What follows belongs to an exercise in optimizing a design on an open flow for small area; a production flow would make more cautious choices. In this exercise RTL edits were held to simulation tests only and were not proved equivalent to the original. Power figures rest on the tool's default switching activity, not on a simulated workload.

$ cat design/flow/flow/abc_override.tcl
# Map with an area-oriented ABC script instead of ORFS's speed script.
proc abc {args} {
  set i [lsearch -exact $args -script]
  if {$i >= 0} {
    set args [lreplace $args $i [expr {$i + 1}] -script $::area_abc_script]
  }
  yosys abc {*}$args
}
$ cat design/flow/flow/area.abc
strash
&get -n
&fraig -x
&put
scorr
dc2
dretime
strash
&get -n
&dch -f
&nf
&put
topo
$ cat design/flow/design.v
module irk_core #(
    parameter integer TICK_RATE_HZ     = 1000000,
    parameter integer MARGIN_US        = 100,
    parameter integer T_TRAIN_US       = 1000,
    parameter integer T_SILENCE_US     = 600,
    parameter integer T_SHORT_US       = 600,
    parameter integer T_LONG_US        = 1650,
    parameter integer TICK_BITS        = 16,
    parameter integer RESET_COUNT_BITS = 16,
    parameter integer MARK_LOWER_CHECK = 0,
    parameter integer TX_RX_POLICY_RESET = 1
) (
    input  wire        clk,
    input  wire        rst,           
    input  wire        step_valid,
    input  wire [31:0] step_word,
    input  wire [7:0]  dev_addr,      
    output reg         resp_valid,
    output reg  [2:0]  resp_code,
    output reg  [31:0] rdata,
    output reg         timer_reset,   
    output reg         cmd_valid,     
    output wire [15:0] cmd,
    output reg         iv_valid,      
    output wire        iv_mark,
    output reg  [15:0] iv_dur,        
    output wire        cap_polarity,  
    output wire        cap_enabled
);
    localparam [2:0] RESP_OK          = 3'd0;
    localparam [2:0] RESP_NOT_ENABLED = 3'd1;
    localparam [2:0] RESP_ILLEGAL_OP  = 3'd2;
    localparam [2:0] RESP_RESERVED    = 3'd3;
    localparam [2:0] RESP_TOO_WIDE    = 3'd4;
    localparam [2:0] RESP_BAD_VIEW    = 3'd5;
    reg [1:0]  rx_state;
    reg [7:0]  frame0, frame1, frame2, frame3, frame4, frame5;  
    reg [6:0]  cur;             
    reg [2:0]  bit_count;
    reg [2:0]  byte_count;
    reg [15:0] reset_count;
    reg        mb_pending;
    reg [15:0] mb_elapsed;
    reg        mb_dir;
    reg        cap_pol;
    reg        cap_en;
    reg        tx_active;
    reg [6:0]  tx_index;
    reg        tx_loaded;       
    reg [7:0]  tx_addr, tx_cmdh, tx_cmdl;
    reg [2:0]  view_r;          
    assign cap_polarity = cap_pol;
    assign cap_enabled  = cap_en;
    wire [3:0] op      = step_word[31:28];
    wire       w_dir   = step_word[24];
    wire [2:0] w_view  = step_word[2:0];
    wire is_edge     = (op == 4'h1);
    wire is_poll     = (op == 4'h2);
    wire is_complete = (op == 4'h3);
    wire is_txreq    = (op == 4'h4);
    wire is_txstep   = (op == 4'h5);
    wire is_read     = (op == 4'h6);
    wire is_reset    = (op == 4'hF);
    wire z_27_25 = (step_word[27:25] == 3'd0);
    wire z_24    = !step_word[24];
    wire z_23_16 = (step_word[23:16] == 8'd0);
    wire z_15_3  = (step_word[15:3] == 13'd0);
    wire z_2_0   = (step_word[2:0] == 3'd0);
    wire z_27_3  = z_27_25 && z_24 && z_23_16 && z_15_3;
    wire z_27_0  = z_27_3 && z_2_0;
    reg [2:0] decode_code;
    always @(*) begin
        decode_code = RESP_OK;
        if (is_edge) begin
            if (!z_27_25)                      decode_code = RESP_RESERVED;
            else if (!z_23_16)                 decode_code = RESP_TOO_WIDE;
        end else if (is_poll || is_complete || is_txstep || is_reset) begin
            if (!z_27_0)                       decode_code = RESP_RESERVED;
        end else if (is_txreq) begin
            if (!(z_27_25 && z_24))            decode_code = RESP_RESERVED;
        end else if (is_read) begin
            if (!z_27_3)                       decode_code = RESP_RESERVED;
            else if (w_view == 3'd7)           decode_code = RESP_BAD_VIEW;
        end else begin
            decode_code = RESP_ILLEGAL_OP;
        end
    end
    wire legal = (decode_code == RESP_OK);
    wire st_cmd   = (rx_state == 2'd3);
    wire fg_idle  = !tx_active && !st_cmd;
    wire enabled  = is_edge || is_read || is_reset ||
                    ((is_poll || is_txreq) && fg_idle) ||
                    (is_complete && !tx_active && st_cmd) ||
                    (is_txstep && tx_active);
    wire go = step_valid && legal && enabled;
    wire tx_last     = (tx_index == 7'd99);
    wire do_edge     = go && is_edge && cap_en && (w_dir == cap_pol);
    wire do_poll     = go && is_poll && mb_pending;
    wire do_complete = go && is_complete;
    wire do_txreq    = go && is_txreq;
    wire do_txemit   = go && is_txstep && !tx_last;
    wire do_txend    = go && is_txstep && tx_last;
    wire do_reset    = rst || (go && is_reset);
    wire [15:0] e = mb_elapsed;
    wire in_train = (e >= 16'd900)  && (e <= 16'd1100);
    wire in_short = (e >= 16'd500)  && (e <= 16'd700);
    wire in_long  = (e >= 16'd1550) && (e <= 16'd1750);
    wire mark_ok  = (e <= 16'd700);
    reg poll_adv;      
    reg poll_app;      
    reg poll_bit;
    reg poll_anom;
    always @(*) begin
        poll_adv  = 1'b0;
        poll_app  = 1'b0;
        poll_bit  = 1'b0;
        poll_anom = 1'b0;
        case (rx_state)
            2'd0: if (mb_dir && in_train)   poll_adv = 1'b1; else poll_anom = 1'b1;
            2'd1: if (!mb_dir && in_short)  poll_adv = 1'b1; else poll_anom = 1'b1;
            default: begin
                if (mb_dir) begin
                    if (!mark_ok) poll_anom = 1'b1;
                end else if (in_long) begin
                    poll_app = 1'b1; poll_bit = 1'b1;
                end else if (in_short) begin
                    poll_app = 1'b1;
                end else begin
                    poll_anom = 1'b1;
                end
            end
        endcase
    end
    wire do_anom   = do_poll && poll_anom;
    wire do_adv    = do_poll && poll_adv;
    wire do_app    = do_poll && poll_app;
    wire byte_done = do_app && (bit_count == 3'd7);
    wire clear_rx  = do_reset || do_anom || do_complete || do_txreq;
    wire frame_valid = ((frame0 == dev_addr) || (frame0 == 8'hFF)) &&
                       ((frame0 ^ frame1) == 8'hFF) &&
                       ((frame2 ^ frame3) == 8'hFF) &&
                       ((frame4 ^ frame5) == 8'hFF);
    assign cmd = {frame2, frame4};
    always @(posedge clk) begin
        if (clear_rx) begin
            rx_state <= 2'd0;
        end else if (do_adv) begin
            rx_state <= rx_state + 2'd1;
        end else if (byte_done && byte_count == 3'd5) begin
            rx_state <= 2'd3;
        end
    end
    always @(posedge clk) begin
        if (clear_rx) begin
            bit_count  <= 3'd0;
            byte_count <= 3'd0;
        end else if (do_app) begin
            bit_count <= bit_count + 3'd1;
            if (bit_count == 3'd7) byte_count <= byte_count + 3'd1;
        end
    end
    always @(posedge clk) begin
        if (do_app) cur <= {cur[5:0], poll_bit};
    end
    wire [7:0] nb = {cur, poll_bit};
    always @(posedge clk) begin
        if (byte_done && byte_count == 3'd0) frame0 <= nb;
        if (byte_done && byte_count == 3'd1) frame1 <= nb;
        if (byte_done && byte_count == 3'd2) frame2 <= nb;
        if (byte_done && byte_count == 3'd3) frame3 <= nb;
        if (byte_done && byte_count == 3'd4) frame4 <= nb;
        if (byte_done && byte_count == 3'd5) frame5 <= nb;
    end
    always @(posedge clk) begin
        if (do_reset || (do_complete && frame_valid))
            reset_count <= 16'd0;
        else if (do_anom && reset_count != 16'hFFFF)
            reset_count <= reset_count + 16'd1;
    end
    always @(posedge clk) begin
        if (do_reset) begin
            mb_pending <= 1'b0;
            mb_elapsed <= 16'd0;
            mb_dir     <= 1'b0;
        end else if (do_edge) begin
            mb_pending <= 1'b1;
            mb_elapsed <= step_word[15:0];
            mb_dir     <= w_dir;
        end else if (do_poll || do_complete || do_txend) begin
            mb_pending <= 1'b0;
        end
    end
    always @(posedge clk) begin
        if (do_reset || do_complete || do_txend)
            cap_pol <= 1'b0;
        else if (do_edge)
            cap_pol <= ~cap_pol;
    end
    always @(posedge clk) begin
        if (do_reset || do_txend) begin
            cap_en    <= 1'b1;
            tx_active <= 1'b0;
            tx_index  <= 7'd0;
        end else if (do_txreq) begin
            cap_en    <= 1'b0;
            tx_active <= 1'b1;
            tx_index  <= 7'd0;
        end else if (do_txemit) begin
            tx_index  <= tx_index + 7'd1;
        end
    end
    always @(posedge clk) begin
        if (do_reset)
            tx_loaded <= 1'b0;
        else if (do_txreq)
            tx_loaded <= 1'b1;
    end
    always @(posedge clk) begin
        if (do_txreq) begin
            tx_addr <= step_word[23:16];
            tx_cmdh <= step_word[15:8];
            tx_cmdl <= step_word[7:0];
        end
    end
    always @(posedge clk) begin
        resp_valid  <= !rst && step_valid;
        timer_reset <= !rst && (do_edge || do_complete || do_txend || (go && is_reset));
        cmd_valid   <= !rst && do_complete && frame_valid;
        iv_valid    <= !rst && do_txemit;
        resp_code   <= !legal ? decode_code : (!enabled ? RESP_NOT_ENABLED : RESP_OK);
        view_r      <= (is_read && z_27_3) ? w_view : 3'd7;
    end
    wire [5:0] tk = tx_index[6:1] - 6'd2;   
    reg [7:0] tbyte;
    always @(*) begin
        case (tk[5:3])
            3'd0:    tbyte = tx_addr;
            3'd1:    tbyte = ~tx_addr;
            3'd2:    tbyte = tx_cmdh;
            3'd3:    tbyte = ~tx_cmdh;
            3'd4:    tbyte = tx_cmdl;
            default: tbyte = ~tx_cmdl;
        endcase
    end
    wire tbit  = tbyte[~tk[2:0]];
    wire iv_tr = (tx_index == 7'd1);
    wire iv_lg = !tx_index[0] && (tx_index[6:2] != 5'd0) && tbit;
    assign iv_mark = tx_index[0];
    always @(*) begin
        if (iv_tr)      iv_dur = 16'd1000;
        else if (iv_lg) iv_dur = 16'd1650;
        else            iv_dur = 16'd600;
    end
    wire [7:0] f0 = (byte_count > 3'd0) ? frame0 : 8'd0;
    wire [7:0] f1 = (byte_count > 3'd1) ? frame1 : 8'd0;
    wire [7:0] f2 = (byte_count > 3'd2) ? frame2 : 8'd0;
    wire [7:0] f3 = (byte_count > 3'd3) ? frame3 : 8'd0;
    wire [7:0] f4 = (byte_count > 3'd4) ? frame4 : 8'd0;
    wire [7:0] f5 = (byte_count > 3'd5) ? frame5 : 8'd0;
    wire [6:0] cmask = ~(7'h7F << bit_count);
    wire [7:0] cb = {1'b0, cur & cmask};
    wire [7:0] t0 = tx_loaded ? tx_addr  : 8'd0;
    wire [7:0] t1 = tx_loaded ? ~tx_addr : 8'd0;
    wire [7:0] t2 = tx_loaded ? tx_cmdh  : 8'd0;
    wire [7:0] t3 = tx_loaded ? ~tx_cmdh : 8'd0;
    wire [7:0] t4 = tx_loaded ? tx_cmdl  : 8'd0;
    wire [7:0] t5 = tx_loaded ? ~tx_cmdl : 8'd0;
    always @(*) begin
        case (view_r)
            3'd0: rdata = {12'd0, tx_index, tx_active, cap_en, cap_pol, mb_dir,
                           mb_pending, byte_count, bit_count, rx_state};
            3'd1: rdata = {16'd0, reset_count};
            3'd2: rdata = {16'd0, mb_elapsed};
            3'd3: rdata = {f0, f1, f2, f3};
            3'd4: rdata = {f4, f5, cb, 8'd0};
            3'd5: rdata = {t0, t1, t2, t3};
            3'd6: rdata = {t4, t5, 16'd0};
            default: rdata = 32'd0;
        endcase
    end
endmodule
$ cat design/flow/config.mk
export PLATFORM = sky130hd
export DESIGN_NAME = irk_core
export DESIGN_NICKNAME = irk_core
export VERILOG_FILES = /design/flow/design.v
export SDC_FILE = /design/flow/constraint.sdc
export NUM_CORES = 4
export LEC_CHECK = 0
export CAP_MARGIN = 20
export CORE_MARGIN = 2
export CORE_UTILIZATION = 40
export CTS_BUF_LIST = sky130_fd_sc_hd__clkbuf_2 sky130_fd_sc_hd__clkbuf_4 sky130_fd_sc_hd__clkbuf_8
export CTS_CLUSTER_SIZE = 20
export SLEW_MARGIN = 20
$ cat design/flow/standard.sh
#!/bin/bash
# synth_recipe.tcl (not shown) runs the flow's synth.tcl, then flattens the netlist and writes it again
# the make line also repeats each setting of config.mk as NAME=value (left out here)
make -C /OpenROAD-flow-scripts/flow DESIGN_CONFIG=/design/flow/config.mk WORK_HOME=/design/flow/orfs CLKGATE_MAP_FILE= SYNTH_SCRIPT=/design/flow/synth_recipe.tcl "${@:-finish}"
$ cat design/flow/constraint.sdc
create_clock -name core_clock -period 5.0 [get_ports {clk}]
set_input_delay 1.0000 -clock core_clock [delete_from_list [all_inputs] [get_ports {clk}]]
set_output_delay 1.0000 -clock core_clock [all_outputs]
set_load 0.01 [all_outputs]
$ cat design/flow/flow/run.sh
#!/bin/bash
# Own layout flow: the standard flow (standard.sh) with two changes:
#  * synthesis maps logic with an area-oriented ABC script (flow/area.abc)
#    instead of ORFS's speed script; everything else in synth_recipe.tcl,
#    including the flip-flop mapping, is unchanged;
#  * port buffers use sky130_fd_sc_hd__buf_1.
# Each tool's output goes to a log file in the work folder.
set -euo pipefail
W=$(pwd)
{
  echo "set ::area_abc_script $W/flow/area.abc"
  cat "$W/flow/abc_override.tcl"
  cat "$W/synth_recipe.tcl"
} > "$W/area_synth.tcl"
sed -e "s#SYNTH_SCRIPT=[^ ]*#SYNTH_SCRIPT=$W/area_synth.tcl#" \
    -e "s#CLKGATE_MAP_FILE= #CLKGATE_MAP_FILE= 'BUFFER_PORTS_ARGS=-buffer_cell sky130_fd_sc_hd__buf_1' #" \
    "$W/standard.sh" > "$W/area_standard.sh"
grep -q "area_synth.tcl" "$W/area_standard.sh"
grep -q "BUFFER_PORTS_ARGS" "$W/area_standard.sh"
bash "$W/area_standard.sh" > "$W/orfs_make.log" 2>&1
test -f "$W/out/final.def"
==> impl_metrics.ini, run 1 <==
[cts]
cts_sinks = 142
clockBufferDepth = 2
post_cts_resized = 1
numCtsBuffers = 17
clkLatencyLatePin_ns = 0.47
postCtsSetupRepairBufs = 0
cts_hold_buf = 0
path_clk_slew_ns = 0.09
h-tree-depth = 4
cts_tree = built
cts_root_buf = clkbuf_8

[sta]
rsz0062_at_grt = no
worst_slew_margin_rel_pct = 22.4
final-hold-violation-count = 0
tns_ns = 0
fin_crit_ns = 4.69
slew_viol_final = 0
worst_slack_ns = 0.310
post-route-period-util_pct = 93.8
fin_skew_ns = 0.0114
setup-violations-final = 0
fmax_ghz = 0.213
max_slew.worst_pin.slew_ns = 1.16

[logic_synthesis]
synth-main-ff-cell = edfxtp_1
synthCells = 754
syn_area_um2 = 7320
ys_seq_area_share_pct = 49.6
synth-edff-count = 79
synthArstFlopShare_pct = 0
yosys_warnings = 1
avgSynthCellArea_um2 = 9.71
yosysTopAreaCellShare_pct = 32.4
ys_ff_latch = 142
synth.distinct_cells = 59
synthTopCellsByArea = edfxtp_1 (32%), dfxtp_1 (17%), nor2_1 (4.6%)
yosys.area.top_type = edfxtp_1

[layout]
fillCellCount = 1757
fin_nets = 956
layout_common_cells = buf_1 (107), nor2_1 (88), nand2_1 (85), edfxtp_1 (79), dfxtp_1 (61)
multi_input_area_um2 = 3530
layout_commonest_cell = buf_1
reg_top3 = mb_elapsed: 16 flops, reset_count: 16 flops
synthToLayoutAreaGrowth_pct = 16.7
drive_gt1_share_pct = 6.28
num_antenna_cells = 0
ff_latch_area_um2 = 3640
design_area_um2 = 8540

[route]
postRouteAntennaNets = 0
routed_wl_um = 24700
top_layer_used = met4
vias = 6800
wire_per_inst_um = 21.7
first_iter_violations = 815
drcViolationCount = 0
drtPass1Iterations = 7
wl_met3_um = 2000
via_per_inst = 5.99
wl_met1_um = 10800
routed-wl-met2_um = 11500

[global_route]
grt_pass1_vias = 6277
grt_pass1_wl_um = 37200
grt_max_degree = 27
grt_use_total_pct = 25.0
antenna_found_initial = 0
grt-ovfl-total = 0

[critical_path]
cp-end-kind = primary output
reg2reg_slack_ns = 1.47
crit_arrival_ns = 3.69
critPathKind = reg -> out
reg2reg_from = mb_elapsed[7]
critPathRequiredTime_ns = 4.00
crit_start = tx_index[2]
cp_max_fo = 11
crit_path_start_kind = flop

[floorplan]
ioPinCount = 117
coreArea_um2 = 18000
die_x_um = 139
rows = 49
die_y_um = 139
design.die.area_um2 = 19400
start_util_pct = 40.7

[pwr]
power_leakage_uw = 0.00298
ir_drop_uv = 159
powerDensity_nw_per_um2 = 271

[placed_design]
placed_area_um2 = 8090
port_buffers = 107
gp_congestion = 0.956
pre_cts_slack_ns = 0.446
dp_hpwl_um = 18400

[worst_hold_path]
hold_start = tx_loaded
hold_path.class = reg -> reg

[flow_run]
maxCapViolations = 0

[status]
run_status = complete, no violations
-- Yosys cell counts (all sizes together), types with 13 or more instances --
master / number
dfxtp: 63
xnor2: 13
clkinv: 28
ha: 19
nand4: 16
nor2: 89
xor2: 16
nand3: 27
and3: 13
nor4: 17
nand2: 85
a21oi: 46
edfxtp: 79
nor3: 21
o21ai: 37
a222oi: 19
-- worst max-delay path: stages, from the launching register on --
cell and delay, ns:
dfxtp_4 0.42, clkinv_1 0.17, ha_1 0.28, nor3b_2 0.18, xor2_1 0.16, buf_4 0.19, or3_4 0.43, o221ai_1 0.17
o21ai_0 0.10, a31oi_1 0.17, a211o_1 0.11, a21oi_1 0.05, or4_1 0.53, clkinv_1 0.10, buf_1 0.16
-- path summary, 6_finish.rpt --
check	cells past startpoint	end
setup / recovery	14	iv_dur[10]
hold / removal	2	tx_loaded
hold reg to reg	2	tx_loaded
setup reg to reg	10	reset_count[15]
-- metal layers --
metal | global-route usage [%] | vias up
li1 | - | 3176
met4 | 7.66 | 0
met5 | 0 | -
met3 | 5.54 | 32
met1 | 34.2 | 3254
met2 | 39.6 | 338
-- area by class of cell --
cell class                 count  share of cell area (%)
multi-input combinational    579                    41.4
inverter                      28                    1.23
clock buffer                  17                    2.74
sequential                   142                    42.6
tap                          229                    3.35
clock inverter                15                    2.31
timing repair buffer         126                    6.37
-- logic make-up after synthesis --
family                     after synthesis  share of synthesized area, %
muxes                                    6                         0.855
DFF                                    142                          49.6
other                                    2                         0.103
AOI/OAI and AO/OA                      195                          18.5
xor gates and xnor gates                29                          3.47
adders and majority gates               19                          3.25
buffers and inverters                   40                          2.67
and+or+nand+nor                        321                          21.5
-- metrics by stage --
step | power, uW | util, % | std cells | hold WS [ns]
after floorplan | 1290 | - | 761 | 0.440
after global placement | 1320 | 45.0 | 1104 | 0.490
after detailed placement | 1320 | 45.0 | 1104 | 0.497
after CTS | 2330 | 47.5 | 1136 | 0.513
after global routing | 2380 | 47.5 | 1136 | 0.545
final | 2320 | 47.5 | 1136 | 0.511
-- power by group --
group / internal, uW / switching, uW / total [uW]
clock network: 512 / 514 / 1030
registers: 1220 / 1.50 / 1220
logic: 22.0 / 43.0 / 65.0
total: 1760 / 558 / 2320
==> inputs of run 2 (changes only) <==
==> design/flow/run.sh (new file) <==
#!/bin/bash
# synth_recipe.tcl (not shown) runs the flow's synth.tcl, then flattens the netlist and writes it again
# the make line also repeats each setting of config.mk as NAME=value (left out here)
make -C /OpenROAD-flow-scripts/flow DESIGN_CONFIG=/design/flow/config.mk WORK_HOME=/design/flow/orfs CLKGATE_MAP_FILE= SYNTH_SCRIPT=/design/flow/synth_recipe.tcl finish
--- a/design/flow/config.mk
+++ b/design/flow/config.mk
@@ -8,6 +8,4 @@
 export CAP_MARGIN = 20
 export CORE_MARGIN = 2
 export CORE_UTILIZATION = 40
-export CTS_BUF_LIST = sky130_fd_sc_hd__clkbuf_2 sky130_fd_sc_hd__clkbuf_4 sky130_fd_sc_hd__clkbuf_8
-export CTS_CLUSTER_SIZE = 20
 export SLEW_MARGIN = 20
removed: design/flow/flow/run.sh
removed: design/flow/flow/abc_override.tcl
removed: design/flow/flow/area.abc
removed: design/flow/standard.sh
==> run 2 against run 1 <==
Against the previous run:
- clock power increased by 22%
- still clean
- combinational power rose by 54%
- sequential share of layout area fell by 6.8 points
- cell count rose by 11%
- clock skew decreased by 0.0014 ns
- design area increased by 19%
- total power increased by 12%
- clock-buffer cell count unchanged
- synthesized area grew 12%
- largest power group is now the clock network
- worst setup slack worse by 0.038 ns
- critical endpoint is now iv_dur[3]
- register-to-register slack better by 0.07 ns
==> impl_metrics.ini, run 2 <==
[route]
drtPass1Iterations = 6
routed_wl_um = 27300
drcViolationCount = 0
postRouteAntennaNets = 0
first_iter_violations = 890
via_per_inst = 5.97
wire_per_inst_um = 21.6
vias = 7542

[sta]
fin_crit_ns = 4.73
fmax_ghz = 0.212
post-route-period-util_pct = 94.6
max_slew.worst_pin.slew_ns = 0.947
fin_hold_ws_ns = 0.494
slew_viol_final = 0
rsz0062_at_grt = no
fin_skew_ns = 0.0100
final-hold-violation-count = 0
tns_ns = 0
setup-violations-final = 0
worst_slack_ns = 0.272
worst_slew_margin_rel_pct = 36.5

[global_route]
grt_max_degree = 25
antenna_found_initial = 0
grt_use_total_pct = 25.2
grt-ovfl-total = 0
grt_pass1_wl_um = 41700
grt_pass1_vias = 7172

[floorplan]
die_x_um = 147
coreArea_um2 = 20200
rows = 52
design.die.area_um2 = 21600
die_y_um = 147
ioPinCount = 117
start_util_pct = 40.6

[critical_path]
crit_arrival_ns = 3.73
critPathKind = reg -> out
crit_path_start_kind = flop
cp-end-kind = primary output
cp_max_fo = 10
critPathRequiredTime_ns = 4.00

[placed_design]
pre_cts_slack_ns = 0.527
dp_hpwl_um = 20700
gp_congestion = 0.935
port_buffers = 107
dp_cells = 1231

[logic_synthesis]
yosys.cell_count.top_type = nand2_1
synthCells = 877
synth_common_cells = nand2_1 (101), edfxtp_1 (79), nor2_1 (64), dfxtp_1 (63), a21oi_1 (61)
synthTopCellsByArea = edfxtp_1 (29%), dfxtp_1 (15%), nand2_1 (4.6%)
yosysTopAreaCellShare_pct = 28.9
yosys.area.top_type = edfxtp_1
syn_area_um2 = 8200
synth-edff-count = 79
synthArstFlopShare_pct = 0
avgSynthCellArea_um2 = 9.34
yosys_warnings = 1
ys_seq_area_share_pct = 44.3
synth.distinct_cells = 82
synth-main-ff-cell = edfxtp_1
ys_ff_latch = 142

[pwr]
power_leakage_uw = 0.00364
ir_drop_uv = 217
powerDensity_nw_per_um2 = 254
power_uw = 2590

[flow_run]
maxCapViolations = 0

[layout]
fin_nets = 1042
synthToLayoutAreaGrowth_pct = 24.0
instances_no_fill = 1263
layout_commonest_cell = clkdlybuf4s50_1
num_antenna_cells = 0
reg_top3 = mb_elapsed: 16 flops, reset_count: 16 flops
drive_gt1_share_pct = 8.76
layout_common_cells = clkdlybuf4s50_1 (107), nand2_1 (101), edfxtp_1 (79), nor2_1 (64), dfxtp_1 (62)
fillCellCount = 1917

[cts]
h-tree-depth = 4
cts_root_buf = clkbuf_16
clockBufferDepth = 2
cts_tree = built
cts_sinks = 142
cts_hold_buf = 0
numCtsBuffers = 17
clkLatencyLatePin_ns = 0.43
path_clk_slew_ns = 0.06

[worst_hold_path]
hold_path.class = reg -> reg

[status]
run_status = complete, no violations
[run 2: changes by cell type in the layout (fill, tap and decap cells not counted), sizes merged, moves of 10 or more]
cell,previous run,this run
inv,9,32
o21ai,37,20
nor2,89,66
xor2,16,27
a21oi,46,61
buf,126,26
nand2,85,102
a222oi,19,9
clkinv,30,6
or3,5,15
clkdlybuf4s50,0,107
nand3,27,41
[run 2: critical path: stages (launching register included)]
cell	delay, ns
dfxtp_2	0.43
inv_1	0.11
ha_1	0.20
or4b_1	0.46
a21o_1	0.19
a22o_1	0.21
a221o_1	0.26
o41ai_1	0.39
nand3_1	0.11
o2bb2a_1	0.35
clkdlybuf4s50_1	0.58
[run 2: kinds of logic after synthesis]
group	after synthesis	synth area share, %
AND/OR/NAND/NOR	361	23.2
AO/OA/AOI/OAI	208	18.1
flip-flops	142	44.3
buffers and inverters	83	4.50
XOR/XNOR	49	5.24
adder cells (fa/ha/maj)	19	2.90
multiplexers	13	1.62
other	2	0.0916
[run 2: what timing repair did]
item / in CTS / in global routing
buffers inserted: 0 / 0
setup endpoints to repair: 0 / 4
resized for setup: 0 / 1
[run 2: power breakdown]
part           leakage [uW]  switching, uW  internal (uW)  total (uW)
registers           0.00136          0.460           1220        1220
logic               0.00199           53.9           46.4         100
clock network      0.000281            523            740        1260
[run 2: cell type report]
cell class	instances	area [um^2]	area share, %
inverters	27	101	0.997
multi-input cells	659	4230	41.6
clock buffers	17	425	4.18
flip-flops and latches	142	3630	35.8
repair buffers	133	1280	12.6
clock inverters	15	158	1.55
well taps	270	338	3.32
[run 2: path summary, 6_finish.rpt]
path,endpoint,slack (ns),from,cells past startpoint
setup reg to reg,frame2[4],1.54,mb_elapsed[12],9
hold / removal,mb_elapsed[11],0.49,mb_elapsed[11],2
setup / recovery,iv_dur[3],0.27,tx_index[3],10
hold reg to reg,mb_elapsed[11],0.49,mb_elapsed[11],2
[run 2: routing by layer]
layer  track usage (%)  up-vias  routed length [um]
met3              6.37       65                2370
met5                 0        -                   0
met2              39.3      396               12600
li1                  -     3494                   -
met1              34.0     3587               11500
met4              9.09        0                 916
[run 2: metrics by stage]
stage	utilization [%]	cell area, um^2
after floorplan	-	8220
after global placement	47.5	9580
after detailed placement	47.5	9580
after CTS	50.4	10200
after global routing	50.4	10200
final	50.4	10200

## what the ideal ports hide
The flow's constraints put no driver on any port. The routed layouts listed below were extracted and timed again, unchanged, in two steps.
Step 1 assumes that a clkbuf_16 drives the clock port and a buf_2 every other input.
Step 2 moves the port delays by t, midway between the first and last clock arrival at a register: inputs arrive t later, outputs are due t later. That takes back most of the time a late clock gives input paths.
a / b / c = no drivers / after step 1 / after step 2; a / b = the first two.
run	t, ns	slack for setup (ns)	cell pins on the clock port's net
run 1	0.505	0.310 / 0.266 / 0.543	1
run 2	0.470	0.272 / 0.230 / 0.452	1
After both steps setup and hold are still met in every run listed.
